Context: an optimization exercise on an open-source flow, tuned for small area. The choices shown serve that exercise and are no tape-out recipe. Function was checked by simulation only, so behaviour that the tests miss may differ from the original. No activity file was given, so power comes from the tool's default toggle rates.

==> flow/design.v <==
module vtcore_decode (
    input  wire [31:0] cmd,
    input  wire [1:0]  family,     
    input  wire [1:0]  session,    
    output reg  [2:0]  fault
);
    localparam FAM_UNSET = 2'd0, FAM_I2C = 2'd1, FAM_4W = 2'd2;
    localparam SES_NONE = 2'd0, SES_READY = 2'd1, SES_STARTED = 2'd2, SES_SELECTED = 2'd3;
    localparam F_NONE = 3'd0, F_ILLEGAL = 3'd1, F_SEQUENCE = 3'd2, F_FAMILY = 3'd3;
    wire [3:0]  op    = cmd[31:28];
    wire [4:0]  width = cmd[20:16];
    wire [15:0] value = cmd[15:0];
    reg legal;
    always @(*) begin
        case (op)
            4'h0: legal = 1'b0;
            4'h1: legal = (cmd[27:3]  == 25'd0);
            4'h2, 4'h3, 4'h6, 4'h8, 4'hB, 4'hD:
                  legal = (cmd[27:0]  == 28'd0);
            4'h4, 4'hA, 4'hE:
                  legal = (cmd[27:1]  == 27'd0);
            4'h5: legal = (cmd[27:8]  == 20'd0);
            4'h7: legal = (cmd[27:16] == 12'd0);
            4'h9: legal = (cmd[27:21] == 7'd0) && (width != 5'd0) && (width <= 5'd16) &&
                          ((value >> width) == 16'd0);
            4'hC: legal = (cmd[27:22] == 6'd0);
            default:  
                  legal = (cmd[27:24] == 4'd0);
        endcase
    end
    reg fam_ok;
    always @(*) begin
        case (op)
            4'h2, 4'h3, 4'h4, 4'h5, 4'h6, 4'h7:             fam_ok = (family == FAM_I2C);
            4'h8, 4'h9, 4'hA, 4'hB, 4'hC, 4'hD:             fam_ok = (family == FAM_4W);
            4'hF:                                           fam_ok = (family != FAM_UNSET);
            default:                                        fam_ok = 1'b1;
        endcase
    end
    reg seq_ok;
    always @(*) begin
        case (op)
            4'h3:             seq_ok = (session == SES_READY);
            4'h4, 4'h5, 4'h6: seq_ok = (session == SES_STARTED);
            4'h9, 4'hA:       seq_ok = (session == SES_SELECTED);
            4'hE:             seq_ok = (session == SES_NONE) && (family == FAM_UNSET);
            default:          seq_ok = (session == SES_NONE);
        endcase
    end
    wire prog_ok = (op != 4'hF) ||
                   ((family == FAM_I2C) ? (cmd[15:8] == 8'd0) : (cmd[23:22] == 2'd0));
    always @(*) begin
        if (!legal)        fault = F_ILLEGAL;
        else if (!fam_ok)  fault = F_FAMILY;
        else if (!seq_ok)  fault = F_SEQUENCE;
        else if (!prog_ok) fault = F_ILLEGAL;
        else               fault = F_NONE;
    end
endmodule
module vtcore (
    input  wire        clk,
    input  wire        rst,           
    input  wire        cmd_valid,
    input  wire [31:0] cmd_data,
    output wire        cmd_ready,
    input  wire [15:0] io_base,
    output wire        port_wr,
    output wire [15:0] port_addr,
    output wire [31:0] port_wdata,
    input  wire        port_fail,
    output wire [15:0] pc,
    output wire [2:0]  fault_code,
    output wire [15:0] fault_pc,
    output wire [31:0] fault_cmd
);
    localparam [15:0] GPIO_OFFSET = 16'h0020;
    localparam integer P_CS  = 24;
    localparam integer P_CLK = 17;
    localparam integer P_DO  = 5;
    localparam integer P_OE  = 31;
    localparam [7:0]  DEV_SEL    = 8'hA0;
    localparam        I2C_BIT_CS = 1'b0;
    localparam [12:0] T_I2C_INIT  = 13'd3000;
    localparam [12:0] T_I2C_FRAME = 13'd40;
    localparam [12:0] T_I2C_BIT   = 13'd60;
    localparam [12:0] T_SPI_PRE   = 13'd10;
    localparam [12:0] T_SPI_BIT   = 13'd120;
    localparam [12:0] T_SPI_SHORT = 13'd300;
    localparam [12:0] T_SPI_LONG  = 13'd5000;
    localparam FAM_UNSET = 2'd0, FAM_I2C = 2'd1, FAM_4W = 2'd2;
    localparam SES_NONE = 2'd0, SES_READY = 2'd1, SES_STARTED = 2'd2, SES_SELECTED = 2'd3;
    localparam F_PORT = 3'd4;
    localparam OP_SET_LINES = 4'h1, OP_I2C_INIT = 4'h2, OP_I2C_START = 4'h3,
               OP_I2C_BIT = 4'h4, OP_I2C_BYTE = 4'h5, OP_I2C_STOP = 4'h6,
               OP_I2C_WRITE = 4'h7, OP_SPI_SELECT = 4'h8, OP_SPI_FIELD = 4'h9,
               OP_SPI_DESEL = 4'hA, OP_SPI_WEN = 4'hB, OP_SPI_WRITE = 4'hC,
               OP_SPI_WDS = 4'hD, OP_SET_FAMILY = 4'hE, OP_PROGRAM = 4'hF;
    localparam ST_IDLE = 2'd0, ST_CHECK = 2'd1, ST_WRITE = 2'd2, ST_HOLD = 2'd3;
    localparam SG_LINES = 4'd0,   
               SG_INIT0 = 4'd1,  SG_INIT1 = 4'd2,
               SG_START0 = 4'd3, SG_START1 = 4'd4,
               SG_IBIT = 4'd5,    
               SG_STOP0 = 4'd6,  SG_STOP1 = 4'd7,  SG_STOP2 = 4'd8,
               SG_SPRE = 4'd9,    
               SG_SASRT = 4'd10,  
               SG_SBIT = 4'd11,   
               SG_SDESEL = 4'd12; 
    reg [1:0]  state;
    reg [1:0]  family;
    reg [1:0]  session;
    reg [2:0]  fault_code_r;
    reg [15:0] fault_pc_r;
    reg [31:0] fault_cmd_r;
    reg [15:0] pc_r;
    reg [31:0] cmd_r;
    reg [3:0]  seg;
    reg [1:0]  phase;       
    reg [4:0]  bits_left;   
    reg [26:0] shreg;       
    reg [1:0]  frame;       
    reg        long_pause;  
    reg [12:0] hold_cnt;
    wire halted = (fault_code_r != 3'd0);
    wire [3:0] op = cmd_r[31:28];
    assign cmd_ready  = (state == ST_IDLE) && !halted;
    assign pc         = pc_r;
    assign fault_code = fault_code_r;
    assign fault_pc   = fault_pc_r;
    assign fault_cmd  = fault_cmd_r;
    assign port_addr  = io_base + GPIO_OFFSET;
    assign port_wr    = (state == ST_WRITE);
    wire [2:0] dec_fault;
    vtcore_decode u_decode (
        .cmd     (cmd_r),
        .family  (family),
        .session (session),
        .fault   (dec_fault)
    );
    wire [24:0] frame_wen   = {3'd4, 6'd0, 16'd0};
    wire [24:0] frame_write = {3'd5, cmd_r[21:16], cmd_r[15:0]};
    wire [15:0] field_lj = cmd_r[15:0] << (5'd16 - cmd_r[20:16]);
    reg        w_cs, w_clk, w_do;
    reg [12:0] w_hold;
    always @(*) begin
        w_cs = 1'b1; w_clk = 1'b0; w_do = 1'b0; w_hold = 13'd0;
        case (seg)
            SG_LINES:  begin w_cs = cmd_r[2]; w_clk = cmd_r[1]; w_do = cmd_r[0]; w_hold = 13'd0; end
            SG_INIT0:  begin w_cs = 1'b1; w_clk = 1'b0; w_do = 1'b0; w_hold = T_I2C_INIT; end
            SG_INIT1:  begin w_cs = 1'b1; w_clk = 1'b1; w_do = 1'b1; w_hold = T_I2C_INIT; end
            SG_START0: begin w_cs = 1'b1; w_clk = 1'b1; w_do = 1'b0; w_hold = T_I2C_FRAME; end
            SG_START1: begin w_cs = 1'b1; w_clk = 1'b0; w_do = 1'b0; w_hold = T_I2C_FRAME; end
            SG_IBIT:   begin w_cs = I2C_BIT_CS; w_clk = (phase == 2'd1); w_do = shreg[26]; w_hold = T_I2C_BIT; end
            SG_STOP0:  begin w_cs = 1'b1; w_clk = 1'b0; w_do = 1'b0; w_hold = T_I2C_FRAME; end
            SG_STOP1:  begin w_cs = 1'b1; w_clk = 1'b1; w_do = 1'b0; w_hold = T_I2C_FRAME; end
            SG_STOP2:  begin w_cs = 1'b1; w_clk = 1'b1; w_do = 1'b1; w_hold = T_I2C_FRAME; end
            SG_SPRE:   begin w_cs = 1'b0; w_clk = 1'b0; w_do = 1'b0; w_hold = T_SPI_PRE; end
            SG_SASRT:  begin w_cs = 1'b1; w_clk = 1'b0; w_do = 1'b0; w_hold = T_SPI_BIT; end
            SG_SBIT:   begin w_cs = 1'b1; w_clk = (phase == 2'd1); w_do = shreg[26]; w_hold = T_SPI_BIT; end
            SG_SDESEL: begin w_cs = 1'b0; w_clk = 1'b0; w_do = 1'b0;
                             w_hold = long_pause ? T_SPI_LONG : T_SPI_SHORT; end
            default:   begin w_cs = 1'b0; w_clk = 1'b0; w_do = 1'b0; w_hold = 13'd0; end
        endcase
    end
    wire [31:0] compose_word = ({31'd0, w_cs}  << P_CS)  |
                               ({31'd0, w_clk} << P_CLK) |
                               ({31'd0, w_do}  << P_DO)  |
                               (32'd1 << P_OE);
    assign port_wdata = compose_word;
    wire last_phase = (phase == 2'd2);
    wire last_bit   = (bits_left == 5'd1);
    reg       nx_done;      
    reg [3:0] nx_seg;
    always @(*) begin
        nx_done = 1'b0;
        nx_seg  = seg;
        case (seg)
            SG_LINES:  nx_done = 1'b1;
            SG_INIT0:  nx_seg  = SG_INIT1;
            SG_INIT1:  if (op == OP_I2C_INIT) nx_done = 1'b1; else nx_seg = SG_START0;
            SG_START0: nx_seg  = SG_START1;
            SG_START1: if (op == OP_I2C_START) nx_done = 1'b1; else nx_seg = SG_IBIT;
            SG_IBIT:   if (last_phase && last_bit) begin
                           if (op == OP_I2C_WRITE || op == OP_PROGRAM) nx_seg = SG_STOP0;
                           else nx_done = 1'b1;
                       end
            SG_STOP0:  nx_seg  = SG_STOP1;
            SG_STOP1:  nx_seg  = SG_STOP2;
            SG_STOP2:  nx_done = 1'b1;
            SG_SPRE:   nx_seg  = SG_SASRT;
            SG_SASRT:  if (op == OP_SPI_SELECT) nx_done = 1'b1; else nx_seg = SG_SBIT;
            SG_SBIT:   if (last_phase && last_bit) begin
                           if (op == OP_SPI_FIELD) nx_done = 1'b1;
                           else nx_seg = SG_SDESEL;
                       end
            SG_SDESEL: if (op == OP_PROGRAM && frame != 2'd2) nx_seg = SG_SPRE;
                       else nx_done = 1'b1;
            default:   nx_done = 1'b1;
        endcase
    end
    reg [1:0] done_session;
    always @(*) begin
        case (op)
            OP_I2C_INIT:   done_session = SES_READY;
            OP_I2C_START:  done_session = SES_STARTED;
            OP_I2C_STOP:   done_session = SES_NONE;
            OP_SPI_SELECT: done_session = SES_SELECTED;
            OP_SPI_DESEL:  done_session = SES_NONE;
            default:       done_session = session;
        endcase
    end
    always @(posedge clk) begin
        if (rst) begin
            state        <= ST_IDLE;
            family       <= FAM_UNSET;
            session      <= SES_NONE;
            fault_code_r <= 3'd0;
            pc_r         <= 16'd0;
        end else begin
            case (state)
                ST_IDLE: begin
                    if (cmd_valid && !halted) begin
                        cmd_r <= cmd_data;
                        state <= ST_CHECK;
                    end
                end
                ST_CHECK: begin
                    phase      <= 2'd0;
                    frame      <= 2'd0;
                    long_pause <= 1'b0;
                    if (dec_fault != 3'd0) begin
                        fault_code_r <= dec_fault;
                        fault_pc_r   <= pc_r;
                        fault_cmd_r  <= cmd_r;
                        state        <= ST_IDLE;
                    end else begin
                        state <= ST_WRITE;
                        case (op)
                            OP_SET_LINES: seg <= SG_LINES;
                            OP_I2C_INIT:  seg <= SG_INIT0;
                            OP_I2C_START: seg <= SG_START0;
                            OP_I2C_BIT: begin
                                seg       <= SG_IBIT;
                                shreg     <= {cmd_r[0], 26'd0};
                                bits_left <= 5'd1;
                            end
                            OP_I2C_BYTE: begin
                                seg       <= SG_IBIT;
                                shreg     <= {cmd_r[7:0], 1'b0, 18'd0};
                                bits_left <= 5'd9;
                            end
                            OP_I2C_STOP:  seg <= SG_STOP0;
                            OP_I2C_WRITE: begin
                                seg       <= SG_INIT0;
                                shreg     <= {DEV_SEL, 1'b0, cmd_r[15:8], 1'b0, cmd_r[7:0], 1'b0};
                                bits_left <= 5'd27;
                            end
                            OP_SPI_SELECT: seg <= SG_SPRE;
                            OP_SPI_FIELD: begin
                                seg       <= SG_SBIT;
                                shreg     <= {field_lj, 11'd0};
                                bits_left <= cmd_r[20:16];
                            end
                            OP_SPI_DESEL: begin
                                seg        <= SG_SDESEL;
                                long_pause <= cmd_r[0];
                            end
                            OP_SPI_WEN, OP_SPI_WDS: begin
                                seg       <= SG_SPRE;
                                shreg     <= {frame_wen, 2'd0};
                                bits_left <= 5'd25;
                            end
                            OP_SPI_WRITE: begin
                                seg        <= SG_SPRE;
                                shreg      <= {frame_write, 2'd0};
                                bits_left  <= 5'd25;
                                long_pause <= 1'b1;
                            end
                            OP_SET_FAMILY: begin
                                family <= cmd_r[0] ? FAM_4W : FAM_I2C;
                                pc_r   <= pc_r + 16'd1;
                                state  <= ST_IDLE;
                            end
                            default: begin  
                                if (family == FAM_I2C) begin
                                    seg       <= SG_INIT0;
                                    shreg     <= {DEV_SEL, 1'b0, cmd_r[23:16], 1'b0, cmd_r[7:0], 1'b0};
                                    bits_left <= 5'd27;
                                end else begin
                                    seg       <= SG_SPRE;
                                    shreg     <= {frame_wen, 2'd0};
                                    bits_left <= 5'd25;
                                end
                            end
                        endcase
                    end
                end
                ST_WRITE: begin
                    if (port_fail) begin
                        fault_code_r <= F_PORT;
                        fault_pc_r   <= pc_r;
                        fault_cmd_r  <= cmd_r;
                        state        <= ST_IDLE;
                    end else if (w_hold != 13'd0) begin
                        hold_cnt <= w_hold - 13'd1;
                        state    <= ST_HOLD;
                    end else begin
                        pc_r    <= pc_r + 16'd1;
                        session <= done_session;
                        state   <= ST_IDLE;
                    end
                end
                default: begin  
                    if (hold_cnt != 13'd0) begin
                        hold_cnt <= hold_cnt - 13'd1;
                    end else if (nx_done) begin
                        pc_r    <= pc_r + 16'd1;
                        session <= done_session;
                        state   <= ST_IDLE;
                    end else begin
                        state <= ST_WRITE;
                        seg   <= nx_seg;
                        if (seg == SG_IBIT || seg == SG_SBIT) begin
                            if (last_phase) begin
                                phase     <= 2'd0;
                                shreg     <= {shreg[25:0], 1'b0};
                                bits_left <= bits_left - 5'd1;
                            end else begin
                                phase <= phase + 2'd1;
                            end
                        end
                        if (seg == SG_SDESEL) begin
                            frame <= frame + 2'd1;
                            if (frame == 2'd0) begin
                                shreg      <= {frame_write, 2'd0};
                                bits_left  <= 5'd25;
                                long_pause <= 1'b1;
                            end else begin
                                shreg      <= {frame_wen, 2'd0};
                                bits_left  <= 5'd25;
                                long_pause <= 1'b0;
                            end
                        end
                    end
                end
            endcase
        end
    end
endmodule
==> flow/run.sh <==
#!/bin/bash
# synth_recipe.tcl (not shown) runs the flow's synth.tcl, then flattens the netlist and writes it again
# the make line also repeats each setting of config.mk as NAME=value (left out here)
make -C /OpenROAD-flow-scripts/flow DESIGN_CONFIG=/design/flow/config.mk WORK_HOME=/design/flow/orfs CLKGATE_MAP_FILE= SYNTH_SCRIPT=/design/flow/synth_recipe.tcl finish
==> flow/config.mk <==
export PLATFORM = sky130hd
export DESIGN_NAME = vtcore
export DESIGN_NICKNAME = vtcore
export VERILOG_FILES = /design/flow/design.v
export SDC_FILE = /design/flow/constraint.sdc
export NUM_CORES = 4
export LEC_CHECK = 0
export CAP_MARGIN = 20
export CORE_MARGIN = 2
export CORE_UTILIZATION = 40
export PLACE_DENSITY = 0.6
export SLEW_MARGIN = 20
==> flow/constraint.sdc <==
create_clock -name core_clock -period 5.0 [get_ports {clk}]
set_input_delay 1.0000 -clock core_clock [delete_from_list [all_inputs] [get_ports {clk}]]
set_output_delay 1.0000 -clock core_clock [all_outputs]
set_load 0.01 [all_outputs]
==> run_results.csv <==
group,metric,value,unit
outcome,status,"complete, no violations",
place,port-buffer-count,129,
power,p_per_area,422,nW/um2
floorplan,die_w,156,um
logic_synthesis,synth-seq-cells,158,
global_route,grt_start_max_net_pins,49,
global_route,antenna_found_initial,0,
floorplan,io_pins,169,
final_layout,drive_above_1_share,0.0828,
critical_path,cpMostUsedCell,"ha_1",
power,combinationalPowerShare,0.322,
final_layout,final_util,0.496,
drt,drc,0,
logic_synthesis,synth_area,9230,um2
power,power_frac_clock,0.276,
critical_path,max_stage_delay,0.61,ns
place,placed_area,10600,um2
sta,finalSetupViolCount,0,
flow_run,maxCapViolations,0,
global_route,overflow,0,
power,p_int,3.07,mW
worst_hold_path,hp-class,"reg -> reg",
clocking,cts_tree,"yes",
sta,tightest_slew,0.962,ns
power,p_sw,1.68,mW
clocking,clk_latency,0.44,ns
logic_synthesis,yosys_warnings,2,
drt,drtIter0Drc,651,
global_route,grt_pass1_vias,7039,
power,peakVddDrop,0.222,mV
clocking,cts_buffers,17,
floorplan,row_count,55,
power,finalPower,4.75,mW
clocking,cts-root-buf,"clkbuf_16",
critical_path,cp_data_arrival_time,4.12,ns
final_layout,syn2layout_area_growth,21.8,%
sta,hold_viol,0,
sta,final.period_utilization,0.803,
place,place.gp.congestion,0.931,
final_layout,regArea,4490,um2
critical_path,critical_path.max_fanout,48,
drt,routed-via-count,7388,
floorplan,start_util,0.408,
drt,wire_per_inst,18.7,um
critical_path,crit_path_cell_trace,"inv_1 > ha_1 > nor3b_1 > ha_1 > a211oi_1 > nor4b_2 > o221ai_1 > o22ai_1 > nand3_1 > o211a_1 > nor2b_4 > buf_4",
clocking,ctsResizeCount,0,
clocking,clock_path_buffers,2,
final_layout,fillers,2043,
sta,slew_headroom,0.357,
clocking,clkTransAtPathRegs,0.07,ns
clocking,h-tree-depth,4,
clocking,postCtsSetupRepairBufs,0,
logic_synthesis,synth_edf_count,133,
place,detailed_place_hpwl,16800,um
floorplan,die_h,156,um
global_route,gr-usage-all-layers,0.202,
logic_synthesis,yosysUniqueCellTypes,81,
sta,fin_setup_tns,0,ns
sta,fmax,249,MHz
final_layout,fin_nets,1058,
clocking,hold_buffers,0,
floorplan,core_area,22600,um2
sta,period_minus_slack,4.01,ns
drt,dr.pass1.iters,9,
logic_synthesis,ys_async_sr_fraction,0,
sta,rsz0062_at_grt,"false",
logic_synthesis,synth_ff_type,"edfxtp_1",
critical_path,worstSetupEndpointType,"flip-flop",
critical_path,cp-start-kind,"flip-flop",
critical_path,crit_required,5.11,ns
power,seqPwrFrac,0.402,
final_layout,final_area,11200,um2
sta,clock_skew,0.0184,ns
drt,ant_nets,0,
logic_synthesis,seq_area_frac_synth,0.487,
power,leakage,3.87,nW
global_route,grt_pass1_wl,38700,um
sta,maxSlewViolCount,0,
final_layout,multi_input_area,4210,um2
critical_path,path_class,"reg -> reg",
drt,vias_per_cell,5.74,
logic_synthesis,synth_area_per_cell,10.3,um2
final_layout,n_antenna_cell,0,
clocking,cts.sinks,158,
critical_path,crit_slowest_cell,"edfxtp_1",
drt,finalWirelength,24100,um
floorplan,die_area,24300,um2
power,swShare,0.353,
logic_synthesis,synthCells,893,
metrics by stage:
step	setup WS [ns]	std cells	hold slack, ns
2_1_floorplan	0.286	920	0.424
3_3_place_gp	1.11	1256	0.428
3_5_place_dp	1.04	1256	0.436
4_1_cts	1.03	1288	0.452
5_1_grt	0.658	1288	0.471
6_report	0.985	1288	0.456
power by group through the flow:
stage / Combinational, mW / Sequential (mW) / Clock [mW]
after CTS: 1.53 / 1.91 / 1.33
after global placement: 1.52 / 1.93 / 0
after floorplan: 0.993 / 1.89 / 0
final: 1.53 / 1.91 / 1.31
after detailed placement: 1.53 / 1.93 / 0
after global routing: 1.68 / 1.93 / 1.38
path summary, 6_finish.rpt:
| kind | start | slack, ns | endpoint | cells past startpoint |
|---|---|---|---|---|
| setup / recovery | cmd_r[17] | 0.99 | fault_cmd_r[6] | 12 |
| hold / removal | cmd_r[24] | 0.46 | fault_cmd_r[24] | 0 |
| setup reg to reg | cmd_r[17] | 0.99 | fault_cmd_r[6] | 12 |
| hold reg to reg | cmd_r[24] | 0.46 | fault_cmd_r[24] | 0 |
cells by family after synthesis:
kind of cell / synth area share
other cells: 0.000814
flops: 0.487
simple gates: 0.173
fa+ha+maj: 0.0217
buf+inv: 0.0718
mux: 0.0495
xor+xnor: 0.0285
compound gates: 0.168
cells in the mapped netlist (13+ instances only):
| cell type | n | area [um2] |
|---|---|---|
| edfxtp_1 | 133 | 3990 |
| nor2_1 | 68 | 255 |
| nand2_1 | 59 | 221 |
| a21oi_1 | 55 | 275 |
| clkbuf_1 | 49 | 184 |
| inv_1 | 38 | 143 |
| buf_4 | 37 | 278 |
| o21ai_0 | 37 | 185 |
| nand3_1 | 28 | 140 |
| nor2b_1 | 27 | 169 |
| dfxtp_1 | 25 | 500 |
| mux2i_1 | 22 | 220 |
| nand2b_1 | 18 | 113 |
| nor3_1 | 18 | 90.1 |
| xnor2_1 | 18 | 158 |
| a222oi_1 | 17 | 170 |
| ha_1 | 16 | 200 |
| a22oi_1 | 13 | 97.6 |
cell type report:
| cell class | count | share of cell area |
|---|---|---|
| sequential | 158 | 0.400 |
| multi-input combinational | 627 | 0.375 |
| timing repair buffer | 147 | 0.127 |
| clock buffer | 18 | 0.0391 |
| tap | 285 | 0.0317 |
| clock inverter | 14 | 0.0145 |
| inverter | 39 | 0.0130 |
registers in the layout, summed over array words and instances (netlist names):
register and flops:
bits_left 5, cmd_r 32, family 2, fault_cmd_r 32, fault_code_r 3, fault_pc_r 16, frame 2, hold_cnt 13
long_pause 1, pc_r 16, phase 2, seg 4, session 2, shreg 26, state 2
critical path, delay by kind of cell (launching register included):
kind,cells,cell delay (ns)
DFF,1,0.61
and+or+nand+nor,4,1.02
AOI/OAI and AO/OA,4,1.02
adders and majority gates,2,0.43
buffers and inverters,2,0.55
cell usage in the layout (no fill, tap or decap), drive strengths merged, types with 22 or more instances in the layout:
cell	synthesis	final
nor2	68	68
inv	38	47
edfxtp	133	133
nand3	28	28
clkdlybuf4s50	0	129
conb	2	29
mux2i	22	22
nor2b	27	27
a21oi	55	55
nand2	59	59
o21ai	38	38
dfxtp	25	25
routing by layer:
metal	wire, um	track usage	vias up
li1	-	-	3511
met1	11100	0.295	3527
met3	1940	0.0494	32
met4	352	0.0585	0
met2	10700	0.298	318
met5	0	0	-

re-timing with driven ports:
No port has a modelled driver above. Below, the same layout with a new extraction and two added sets of constraints. Step 1: set_driving_cell puts a clkbuf_16 on clk and a buf_2 on each other input, an assumption about the parent block. Step 2 adds t to the input delays and takes it off the output delays; t is the mean of the earliest and latest rising clock arrival at the registers after step 1. Input paths then give back, and output paths get back, about the clock's delay inside the block. Three values: no drivers, after step 1, after step 2; two values: the first two.
t (ns): 0.474
setup slack, ns: 0.985 / 0.985 / 0.985
worst setup path at the end: register to register
clock arrival spread, ns: 0.018 / 0.018
After both steps this run still meets setup and hold. For this run, drivers alone change the setup slack by 0.000 ns; drivers and shift together by 0.000 ns.
